This design comes from an exercise in tuning for small area, a short achievable clock period and few clock cycles per item on the open sky130 flow, not from production work. Where RTL was checked, it was by simulation tests only, not by an equivalence proof against the original. The clock port is modelled as an ideal driver; clocking choices that lean on that would not hold on a real chip.

==> flow/design.v (excerpt) <==
module grad_stream (
    input  wire       clk,
    input  wire       rst,
    input  wire       in_valid,
    output wire       in_ready,
    input  wire       in_sof,
    input  wire [6:0] in_width,
    input  wire [1:0] in_preset,
    input  wire [7:0] in_pix,
    output reg        out_valid,
    input  wire       out_ready,
    output reg  [7:0] out_mag
);
    localparam QD = 6;      
    reg       rdy;
    reg       acc_r;
    reg       sof_r;
    reg [6:0] w_r;
    reg [1:0] pre_r;
    reg [7:0] pix_r;
    assign in_ready = rdy;
    always @(posedge clk) begin
        acc_r <= in_valid && rdy && !rst;
        sof_r <= in_sof;
        w_r   <= in_width;
        pre_r <= in_preset;
        pix_r <= in_pix;
    end
    reg [6:0] x;           
    reg [1:0] y;           
    reg [6:0] wm1;         
    reg       eo;          
    reg       sb;          
    reg [5:0] seg;         
    wire last     = !sof_r && (x == wm1);
    wire interior = !sof_r && (y == 2'd2) && (x >= 7'd2);
    wire [6:0] vlen  = w_r - 7'd3;
    wire       use30 = (vlen >= 7'd30);
    wire [6:0] vrest = use30 ? vlen - 7'd30 : vlen;
    always @(posedge clk) begin
        if (acc_r) begin
            if (sof_r) begin
                wm1 <= w_r - 7'd1;
                eo  <= (pre_r != 2'd3);
                sb  <= (pre_r != 2'd2) && (pre_r != 2'd3);
                seg <= {use30, vrest[4:0]};
                x   <= 7'd1;
                y   <= 2'd0;
            end else if (last) begin
                x <= 7'd0;
                if (y != 2'd2) y <= y + 2'd1;
            end else
                x <= x + 7'd1;
        end
    end
    reg [8*1-1:0]  a1,  b1;
    reg [8*2-1:0]  a2,  b2;
    reg [8*4-1:0]  a4,  b4;
    reg [8*8-1:0]  a8,  b8;
    reg [8*16-1:0] a16, b16;
    reg [8*30-1:0] a30, b30;
    reg [7:0]      ah,  bh;      
    reg [8*2-1:0]  af,  bf;      
    wire [7:0] ain  = pix_r;
    wire [7:0] a1o  = seg[0] ? a1[7:0]     : ah;
  ...
Settings: LEC_CHECK=0, ABC_AREA=1, CAP_MARGIN=20, CORE_MARGIN=2, CORE_UTILIZATION=40, SLEW_MARGIN=20; clock period 30.0 ns.
standard.sh (not shown) runs the stock make flow with config.mk's settings and CLKGATE_MAP_FILE= SYNTH_SCRIPT=/design/flow/synth_recipe.tcl, a recipe that flattens the netlist after the stock synthesis.
==> flow/flow/run.sh <==
#!/bin/bash
# Layout: the standard flow (standard.sh), with these changes to how the
# layout is made:
#  - the port buffers are sky130_fd_sc_hd__buf_2 (buffer_ports otherwise
#    picks a slow delay cell); every port still gets its buffer;
#  - repair_timing is asked for a large setup margin, so that it sizes the
#    paths towards a short period instead of stopping at the 30 ns clock;
#    the clock, its period and the I/O constraints are the standard flow's, unchanged.
# standard.sh's output is kept in standard.log and the tools' own logs are
# copied to flow_logs/.
set -uo pipefail
export BUFFER_PORTS_ARGS="-buffer_cell sky130_fd_sc_hd__buf_2"
export SETUP_SLACK_MARGIN=22.5
export CTS_ARGS="-sink_clustering_enable -repair_clock_nets -sink_clustering_size 30 -sink_clustering_max_diameter 120 -dont_use_dummy_load -buf_list {sky130_fd_sc_hd__clkbuf_8 sky130_fd_sc_hd__clkbuf_16}"
bash standard.sh > standard.log 2>&1
st=$?
cp -r orfs/logs flow_logs 2>/dev/null || true
exit $st
The baseline completed without violations.
Testbench counts at the start, summed over its fixed seeds: cycles 48,046, items 48,000.
Next try:
--- a/flow/flow/run.sh
+++ b/flow/flow/run.sh
@@ -12,5 +12,4 @@
 export BUFFER_PORTS_ARGS="-buffer_cell sky130_fd_sc_hd__buf_2"
 export SETUP_SLACK_MARGIN=22.5
-export CTS_ARGS="-sink_clustering_enable -repair_clock_nets -sink_clustering_size 30 -sink_clustering_max_diameter 120 -dont_use_dummy_load -buf_list {sky130_fd_sc_hd__clkbuf_8 sky130_fd_sc_hd__clkbuf_16}"
 bash standard.sh > standard.log 2>&1
 st=$?
ABC_AREA = not set   (was 1)
After rerunning: The changed run went through all stages and came out clean; wire length decreases slightly; worst hold slack degrades by 9.6 ps; setup slack degrades by 120 ps.

* * *

== pepper ==
grad_stream, a different RTL version from the one above (not shown whole).
Size in the first run: roughly 2600 cells after synthesis, ~32 I/O pins, roughly 48000 sq um of cells after synthesis.
make LEC_CHECK=0 CAP_MARGIN=20 CORE_MARGIN=2 CORE_UTILIZATION=40 CTS_BUF_LIST='sky130_fd_sc_hd__clkbuf_4 sky130_fd_sc_hd__clkbuf_8' SLEW_MARGIN=20 finish   # period 30.0 ns
run.sh (not shown) runs the stock make flow with config.mk's settings and CLKGATE_MAP_FILE= SYNTH_SCRIPT=/design/flow/synth_recipe.tcl, a recipe that flattens the netlist after the stock synthesis.
Stock flow here: none of the scripts above is used.
The inputs of indigo differ from those of pepper as listed below.
Settings: removing CTS_BUF_LIST (formerly sky130_fd_sc_hd__clkbuf_4 sky130_fd_sc_hd__clkbuf_8).
==> flow/flow/run.sh (new file) <==
#!/bin/bash
# Layout: the standard flow, with two changes to how the layout is made:
#  - the port buffers are sky130_fd_sc_hd__buf_2 (buffer_ports otherwise
#    picks a slow delay cell), and every port still gets its buffer;
#  - repair_timing is asked for a large setup margin, so that it sizes and
#    buffers the paths towards the shortest period instead of stopping at
#    the 30 ns clock; the clock, its period and the I/O constraints are
#    the standard flow's own, unchanged.
# Each tool's output goes to a log of its own in this folder.
set -uo pipefail
export BUFFER_PORTS_ARGS="-buffer_cell sky130_fd_sc_hd__buf_2"
export SETUP_SLACK_MARGIN="${FLOW_SETUP_MARGIN:-22.5}"
bash standard.sh > standard.log 2>&1
st=$?
cp -r orfs/logs flow_logs 2>/dev/null || true
exit $st
==> flow/standard.sh (new file) <==
#!/bin/bash
# synth_recipe.tcl (not shown) runs the flow's synth.tcl, then flattens the netlist and writes it again
# the make line also repeats each setting of config.mk as NAME=value (left out here)
make -C /OpenROAD-flow-scripts/flow DESIGN_CONFIG=/design/flow/config.mk WORK_HOME=/design/flow/orfs CLKGATE_MAP_FILE= SYNTH_SCRIPT=/design/flow/synth_recipe.tcl "${@:-finish}"
removed: flow/run.sh
==> comparison <==
- Final routed wirelength across all metal layers shrinks by a few percent when moving from pepper to indigo.
- On fmax, indigo does better than pepper.
- On final hold slack, indigo and pepper are neck and neck.
- pepper | stages: all done | timing, DRC, antenna: all pass
- indigo | stages: all done | timing, DRC, antenna: all pass
- Of the two values seen for cell with the largest stage delay on the worst path, sky130_fd_sc_hd__dfxtp_1 was produced by indigo and sky130_fd_sc_hd__clkdlybuf4s50_1 by pepper.
- Per the comparison of indigo with pepper, wire length of the first global-routing pass decreased by about 3% relative to the old numbers; starting DRC count in detailed routing increased by 250 relative to the old numbers.
- indigo and pepper ended up with roughly the same utilization.
- Via count of the first global-routing pass, indigo vs pepper: down by a few percent
Function was not checked in any run of this note: the RTL went through the layout flow alone.

* * *

## build 68
Another version of the RTL of grad_stream (not shown whole).
For scale: about 2700 cells after synthesis, about 1200 flip-flops, about 32 I/O pins, roughly 45000 um^2 of cells after synthesis.
Settings: LEC_CHECK=0, ABC_AREA=1, CAP_MARGIN=20, CORE_MARGIN=2, CORE_UTILIZATION=65, SLEW_MARGIN=20; clock period 30.0 ns.
standard.sh (not shown) runs the stock make flow with config.mk's settings and CLKGATE_MAP_FILE= SYNTH_SCRIPT=/design/flow/synth_recipe.tcl, a recipe that flattens the netlist after the stock synthesis.
==> flow/flow/run.sh <==
#!/bin/bash
# Layout: the standard flow (standard.sh), with these changes to how the
# layout is made:
#  - the port buffers are sky130_fd_sc_hd__buf_2 (buffer_ports otherwise
#    picks a slow delay cell); every port still gets its buffer;
#  - repair_timing is asked for a large setup margin, so that it sizes the
#    paths towards a short period instead of stopping at the 30 ns clock;
#    the clock, its period and the I/O constraints are the standard flow's, unchanged.
# standard.sh's output is kept in standard.log and the tools' own logs are
# copied to flow_logs/.
set -uo pipefail
export BUFFER_PORTS_ARGS="-buffer_cell sky130_fd_sc_hd__buf_2"
# no setup margin
export CTS_ARGS="-sink_clustering_enable -repair_clock_nets -sink_clustering_size 30 -sink_clustering_max_diameter 120 -dont_use_dummy_load -distance_between_buffers 1000 -buf_list {sky130_fd_sc_hd__clkbuf_8 sky130_fd_sc_hd__clkbuf_16}"
bash standard.sh > standard.log 2>&1
st=$?
cp -r orfs/logs flow_logs 2>/dev/null || true
exit $st
Build 68 ran to completion and came out clean on the timing, design-rule and antenna checks.
Testbench counts of build 68, summed over its fixed seeds: cycles 48,038, items 48,000.
Input-level comparison between build 28 and build 68:
diff --git a/flow/flow/run.sh b/flow/flow/run.sh
--- a/flow/flow/run.sh
+++ b/flow/flow/run.sh
@@ -12,5 +12,5 @@
 export BUFFER_PORTS_ARGS="-buffer_cell sky130_fd_sc_hd__buf_2"
 # no setup margin
-export CTS_ARGS="-sink_clustering_enable -repair_clock_nets -sink_clustering_size 30 -sink_clustering_max_diameter 120 -dont_use_dummy_load -distance_between_buffers 1000 -buf_list {sky130_fd_sc_hd__clkbuf_8 sky130_fd_sc_hd__clkbuf_16}"
+export CTS_ARGS="-sink_clustering_enable -repair_clock_nets -sink_clustering_size 30 -sink_clustering_max_diameter 250 -dont_use_dummy_load -buf_list {sky130_fd_sc_hd__clkbuf_8 sky130_fd_sc_hd__clkbuf_16}"
 bash standard.sh > standard.log 2>&1
 st=$?
[summary]
As far as clock sink count goes, build 28 and build 68 are indistinguishable; the numbers are identical. Comparing build 28 with build 68, the y dimension of the die came out essentially unchanged. Worst setup slack, build 68 and build 28, higher one = build 68. Changes observed in build 28 relative to build 68: routed wire length now sits higher; number of cells upsized or downsized after cts now sits at about the same level; fmax now sits at about the same level. Utilization of the core after routing across build 68 and build 28: no real change.
--- input diff build 28..build 1 ---
diff --git a/flow/flow/run.sh b/flow/flow/run.sh
--- a/flow/flow/run.sh
+++ b/flow/flow/run.sh
@@ -11,6 +11,6 @@
 set -uo pipefail
 export BUFFER_PORTS_ARGS="-buffer_cell sky130_fd_sc_hd__buf_2"
-# no setup margin
-export CTS_ARGS="-sink_clustering_enable -repair_clock_nets -sink_clustering_size 30 -sink_clustering_max_diameter 250 -dont_use_dummy_load -buf_list {sky130_fd_sc_hd__clkbuf_8 sky130_fd_sc_hd__clkbuf_16}"
+export SETUP_SLACK_MARGIN=22.5
+export CTS_ARGS="-sink_clustering_enable -repair_clock_nets -sink_clustering_size 30 -sink_clustering_max_diameter 120 -dont_use_dummy_load -buf_list {sky130_fd_sc_hd__clkbuf_8 sky130_fd_sc_hd__clkbuf_16}"
 bash standard.sh > standard.log 2>&1
 st=$?
Results
- First-iteration DRC count delta (build 28 -> build 1): insignificant
- On setup skew after layout, build 1 and build 28 are basically level.
- Comparing build 28 against build 1, there is no change at all in count of cell instances traversed by the critical path.
- Critical-path cell with the highest stage delay: edfxtp_1 -> build 1, dfxtp_1 -> build 28
- Core utilization: build 28 vs build 1, no meaningful difference
- Global-route usage over all layers: build 28 vs build 1 — no meaningful difference
- Routed wire in build 1 totals more than in build 28.
- Cmp build 1 and build 28 / area taken by multi-input logic gates / higher: build 1
- From build 1 to build 28, count of nets after finishing did not move at all.
- Summary of the comparison: routed via count divided by cell count is higher in build 1, relative to build 28.
Input-level comparison between build 93 and build 1:
diff --git a/flow/flow/run.sh b/flow/flow/run.sh
--- a/flow/flow/run.sh
+++ b/flow/flow/run.sh
@@ -11,6 +11,6 @@
 set -uo pipefail
 export BUFFER_PORTS_ARGS="-buffer_cell sky130_fd_sc_hd__buf_2"
-export SETUP_SLACK_MARGIN=22.5
-export CTS_ARGS="-sink_clustering_enable -repair_clock_nets -sink_clustering_size 30 -sink_clustering_max_diameter 120 -dont_use_dummy_load -buf_list {sky130_fd_sc_hd__clkbuf_8 sky130_fd_sc_hd__clkbuf_16}"
+# no setup margin
+export CTS_ARGS="-sink_clustering_enable -repair_clock_nets -sink_clustering_size 30 -sink_clustering_max_diameter 120 -dont_use_dummy_load -sink_clustering_levels 1 -buf_list {sky130_fd_sc_hd__clkbuf_8 sky130_fd_sc_hd__clkbuf_16}"
 bash standard.sh > standard.log 2>&1
 st=$?
==> comparison <==
The register share of the cell area on build 1 is in line with that on build 93. As far as total of hold buffers inserted after clock tree synthesis goes, build 93 and build 1 are indistinguishable; the numbers are identical. ~same maximum clock frequency in build 93 and build 1. For total non-filler cell area in the finished layout, build 1 and build 93 come out practically identical. Delta (build 93 minus build 1): final critical delay including setup and external delays now sits at about the same level, worst setup slack about even, first-iteration DRC count higher.

[separate check: timing with driven ports]
The flow's constraints put no driver on any port. The routed layouts listed below were extracted and timed again, unchanged, in two steps.
Step 1: set_driving_cell puts a clkbuf_16 on clk and a buf_2 on each other input, an assumption about the parent block.
Step 2 times the ports against the registers' clock, not the clock port: input delays grow and output delays shrink by t, the midpoint of the rising clock arrivals with the driver on.
Slacks: ideal / step 1 / step 2; pairs: ideal / step 1.
run | t, ns | slack for setup (ns) | hold WS [ns] | worst setup path at the end | worst data-port slew with drivers (ns)
the first run of note 1 | 0.669 | 22.873 / 22.808 / 22.651 | 0.336 / 0.336 / 0.336 | input to register | 0.03
the second run of note 1 | 0.760 | 22.749 / 22.682 / 22.629 | 0.326 / 0.326 / 0.326 | input to register | 0.03
pepper | 0.889 | 22.190 / 22.123 / 22.181 | 0.318 / 0.318 / 0.318 | input to register | 0.05
indigo | 0.764 | 22.630 / 22.559 / 22.651 | 0.319 / 0.319 / 0.319 | input to register | 0.05
build 68 | 0.659 | 22.862 / 22.798 / 22.612 | 0.338 / 0.338 / 0.338 | input to register | 0.05
build 28 | 0.664 | 22.847 / 22.786 / 22.644 | 0.339 / 0.339 / 0.339 | input to register | 0.05
build 1 | 0.667 | 22.860 / 22.795 / 22.650 | 0.279 / 0.279 / 0.279 | input to register | 0.04
build 93 | 0.659 | 22.862 / 22.798 / 22.612 | 0.338 / 0.338 / 0.338 | input to register | 0.05
After both steps setup and hold are still met in every run listed.
